Context: an optimization exercise on an open-source flow, tuned for small area. The choices shown serve that exercise and are no tape-out recipe. Only simulation tests tie the RTL to the original design; equivalence was not proved. No activity file was given, so power comes from the tool's default toggle rates.

Design owir, start of the top module:
module owir (
    input  wire        clk,
    input  wire        rst,
    input  wire        bus_sel,
    input  wire        bus_we,
    input  wire [4:0]  bus_off,
    input  wire [15:0] bus_wdata,
    input  wire        bus_size,
    output reg  [15:0] bus_rdata,
    output wire        ow_oe,
    output wire        ow_o,
    input  wire        ow_i,
    output wire        ir_tx_o,
    input  wire        ir_rx_i,
    input  wire [3:0]  btn_i,
    output wire        irq_tick,
    output wire        irq_ow,
    output wire        irq_rx,
    output wire        irq_btn
);
    wire ow_s, ir_s;
    wire [3:0] btn_s;
    owir_sync #(.WIDTH(6), .STAGES(2), .RESET_VAL(6'h3F)) u_sync (
        .clk(clk), .rst(rst),
        .d({btn_i, ir_rx_i, ow_i}),
        .q({btn_s, ir_s, ow_s})
    );
    wire [3:0] reg_idx = bus_off[4:1];
    wire       wr      = bus_sel && bus_we;
    wire       wr_ctrl = wr && (reg_idx == 4'd0);
    wire       wr_ifg  = wr && (reg_idx == 4'd1);
    wire       wr_cmd  = wr && (reg_idx == 4'd2);
    reg [3:0] ctrl_en, ctrl_ie;
    reg [5:0] ifg;
    wire tick_en = ctrl_en[0];
    wire tx_en   = ctrl_en[1];
    wire rx_en   = ctrl_en[2];
    wire btn_en  = ctrl_en[3];
    wire        beat;
    wire [15:0] beat_cnt;
    wire [2:0]  local_val;
    wire [5:0]  hold;
    wire [3:0]  db_nz;
    wire        btn_flag;
    owir_tick u_tick (
        .clk(clk), .rst(rst), .tick_en(tick_en), .btn_en(btn_en), .btn(btn_s),
        .beat(beat), .beat_cnt(beat_cnt), .local_val(local_val), .hold(hold),
        .db_nz(db_nz), .btn_flag(btn_flag)
    );
    wire [3:0] slot;
    wire [2:0] snap;
    wire       frame_active, transmit;
    owir_irtx u_tx (
        .clk(clk), .rst(rst), .tick_en(tick_en), .tx_en(tx_en), .beat(beat),
        .local_val(local_val), .slot(slot), .snap(snap),
        .frame_active(frame_active), .transmit(transmit), .ir_tx_o(ir_tx_o)
    );
    wire [2:0] rx_state;
  ...
Size in the first run: roughly 650 cells after synthesis, ~55 I/O pins.
==> flow/config.mk <==
export PLATFORM = sky130hd
export DESIGN_NAME = owir
export DESIGN_NICKNAME = owir
export VERILOG_FILES = /design/flow/design.v
export SDC_FILE = /design/flow/constraint.sdc
export NUM_CORES = 4
export LEC_CHECK = 0
export CAP_MARGIN = 20
export CORE_MARGIN = 2
export CORE_UTILIZATION = 40
export SLEW_MARGIN = 20
==> flow/constraint.sdc <==
create_clock -name core_clock -period 10.0 [get_ports {clk}]
set_input_delay 2.0000 -clock core_clock [delete_from_list [all_inputs] [get_ports {clk}]]
set_output_delay 2.0000 -clock core_clock [all_outputs]
set_load 0.01 [all_outputs]
standard.sh (not shown) runs the stock make flow with config.mk's settings and CLKGATE_MAP_FILE= SYNTH_SCRIPT=/design/flow/synth_recipe.tcl, a recipe that flattens the netlist after the stock synthesis.
==> flow/flow/run.sh <==
#!/bin/bash
# Own layout flow: the standard flow (standard.sh) with
#  - synthesis: the standard script without adder cells and with an area-oriented abc script,
#  - port buffers: buf_1 instead of the default pick,
#  - CTS: clkbuf_8 leaf buffers, clkbuf_16 root, no dummy loads.
set -euo pipefail
W=$(pwd)
export FLOW_WORK=$W
export MY_ABC_SCRIPT=$W/flow/area.abc
export BUFFER_PORTS_ARGS="-buffer_cell sky130_fd_sc_hd__buf_1"
export CTS_ARGS="-sink_clustering_enable -repair_clock_nets -dont_use_dummy_load -buf_list sky130_fd_sc_hd__clkbuf_8 -root_buf sky130_fd_sc_hd__clkbuf_16"
sed "s#SYNTH_SCRIPT=[^ ]*#SYNTH_SCRIPT=$W/flow/my_synth.tcl#" standard.sh > my_standard.sh
grep -q "SYNTH_SCRIPT=$W/flow/my_synth.tcl" my_standard.sh
bash my_standard.sh synth > synth.log 2>&1
bash my_standard.sh > layout.log 2>&1
test -f out/final.def
==> flow/flow/area.abc <==
strash
&get -n
&st
&syn4
&dch -f
&nf -R 1000 -p -F 20 -A 10 -C 32 -E 10
&put
strash
dc2
&get -n
&st
&dch -f
&nf -R 1000 -p -F 20 -A 10 -C 32 -E 10
&put
topo
==> flow/flow/my_synth.tcl <==
# The standard synthesis (synth_recipe.tcl, sourced unchanged), with only the
# combinational mapping changed: no adder extraction into ha/fa cells (ADDER_MAP_FILE
# cleared) and an area-oriented abc script (flow/area.abc). Registers are untouched.
proc abc {args} {
  set i [lsearch -exact $args -script]
  if {$i >= 0} { lset args [expr {$i + 1}] $::env(MY_ABC_SCRIPT) }
  yosys abc {*}$args
}
set ::env(ADDER_MAP_FILE) ""
source $::env(FLOW_WORK)/synth_recipe.tcl
The baseline completed without violations.
Next try:
--- a/flow/flow/run.sh
+++ b/flow/flow/run.sh
@@ -2,3 +2,3 @@
 # Own layout flow: the standard flow (standard.sh) with
-#  - synthesis: the standard script without adder cells and with an area-oriented abc script,
+#  - synthesis: the standard script with an area-oriented abc mapping script,
 #  - port buffers: buf_1 instead of the default pick,
==> flow/flow/area.abc (replaced) <==
strash
dc2
&get -n
&st
&dch -f
&nf -R 1000
&put
strash
dc2
&get -n
&st
&dch -f
&nf -R 1000
&put
topo
==> flow/flow/my_synth.tcl (replaced) <==
# The standard synthesis (synth_recipe.tcl, sourced unchanged), with only the abc
# technology-mapping script replaced by an area-oriented one (flow/area.abc).
proc abc {args} {
  set i [lsearch -exact $args -script]
  if {$i >= 0} { lset args [expr {$i + 1}] $::env(MY_ABC_SCRIPT) }
  yosys abc {*}$args
}
source $::env(FLOW_WORK)/synth_recipe.tcl
Effect:
- The new run completed without violations
- via count increases by 12%
- routed wire length rises by 13%
- power increases by 1.3%
- clock-buffer cell count is unchanged
- synthesized cell count rises by 25%
- non-clock buffer count is unchanged
- clock skew came out lower by 6.8 ps
- global-route usage goes up by 0.51 points

[afterwards: timing with drivers on the ports]
No port has a modelled driver above. Below, the same layouts with a new extraction and two added sets of constraints. Step 1 sets driving cells, clkbuf_16 on the clock port and buf_2 on the other inputs (assumed; they add their load-dependent delay and slew). Step 2 adds t to the input delays and takes it off the output delays; t is the mean of the earliest and latest rising clock arrival at the registers after step 1. Input paths then give back, and output paths get back, about the clock's delay inside the block. Slacks: ideal / step 1 / step 2; pairs: ideal / step 1.
| run | t (ns) | slack for setup (ns) | worst setup path after step 2 | latest minus earliest clock arrival (ns) |
|---|---|---|---|---|
| the first run | 0.401 | 3.983 / 3.961 / 3.961 | input to output | 0.031 / 0.031 |
| the second run | 0.412 | 3.790 / 3.761 / 3.761 | input to output | 0.024 / 0.023 |
After both steps setup and hold are still met in every run listed. For the second run, which loses most, drivers alone change the setup slack by -0.029 ns; drivers and shift together by -0.029 ns.
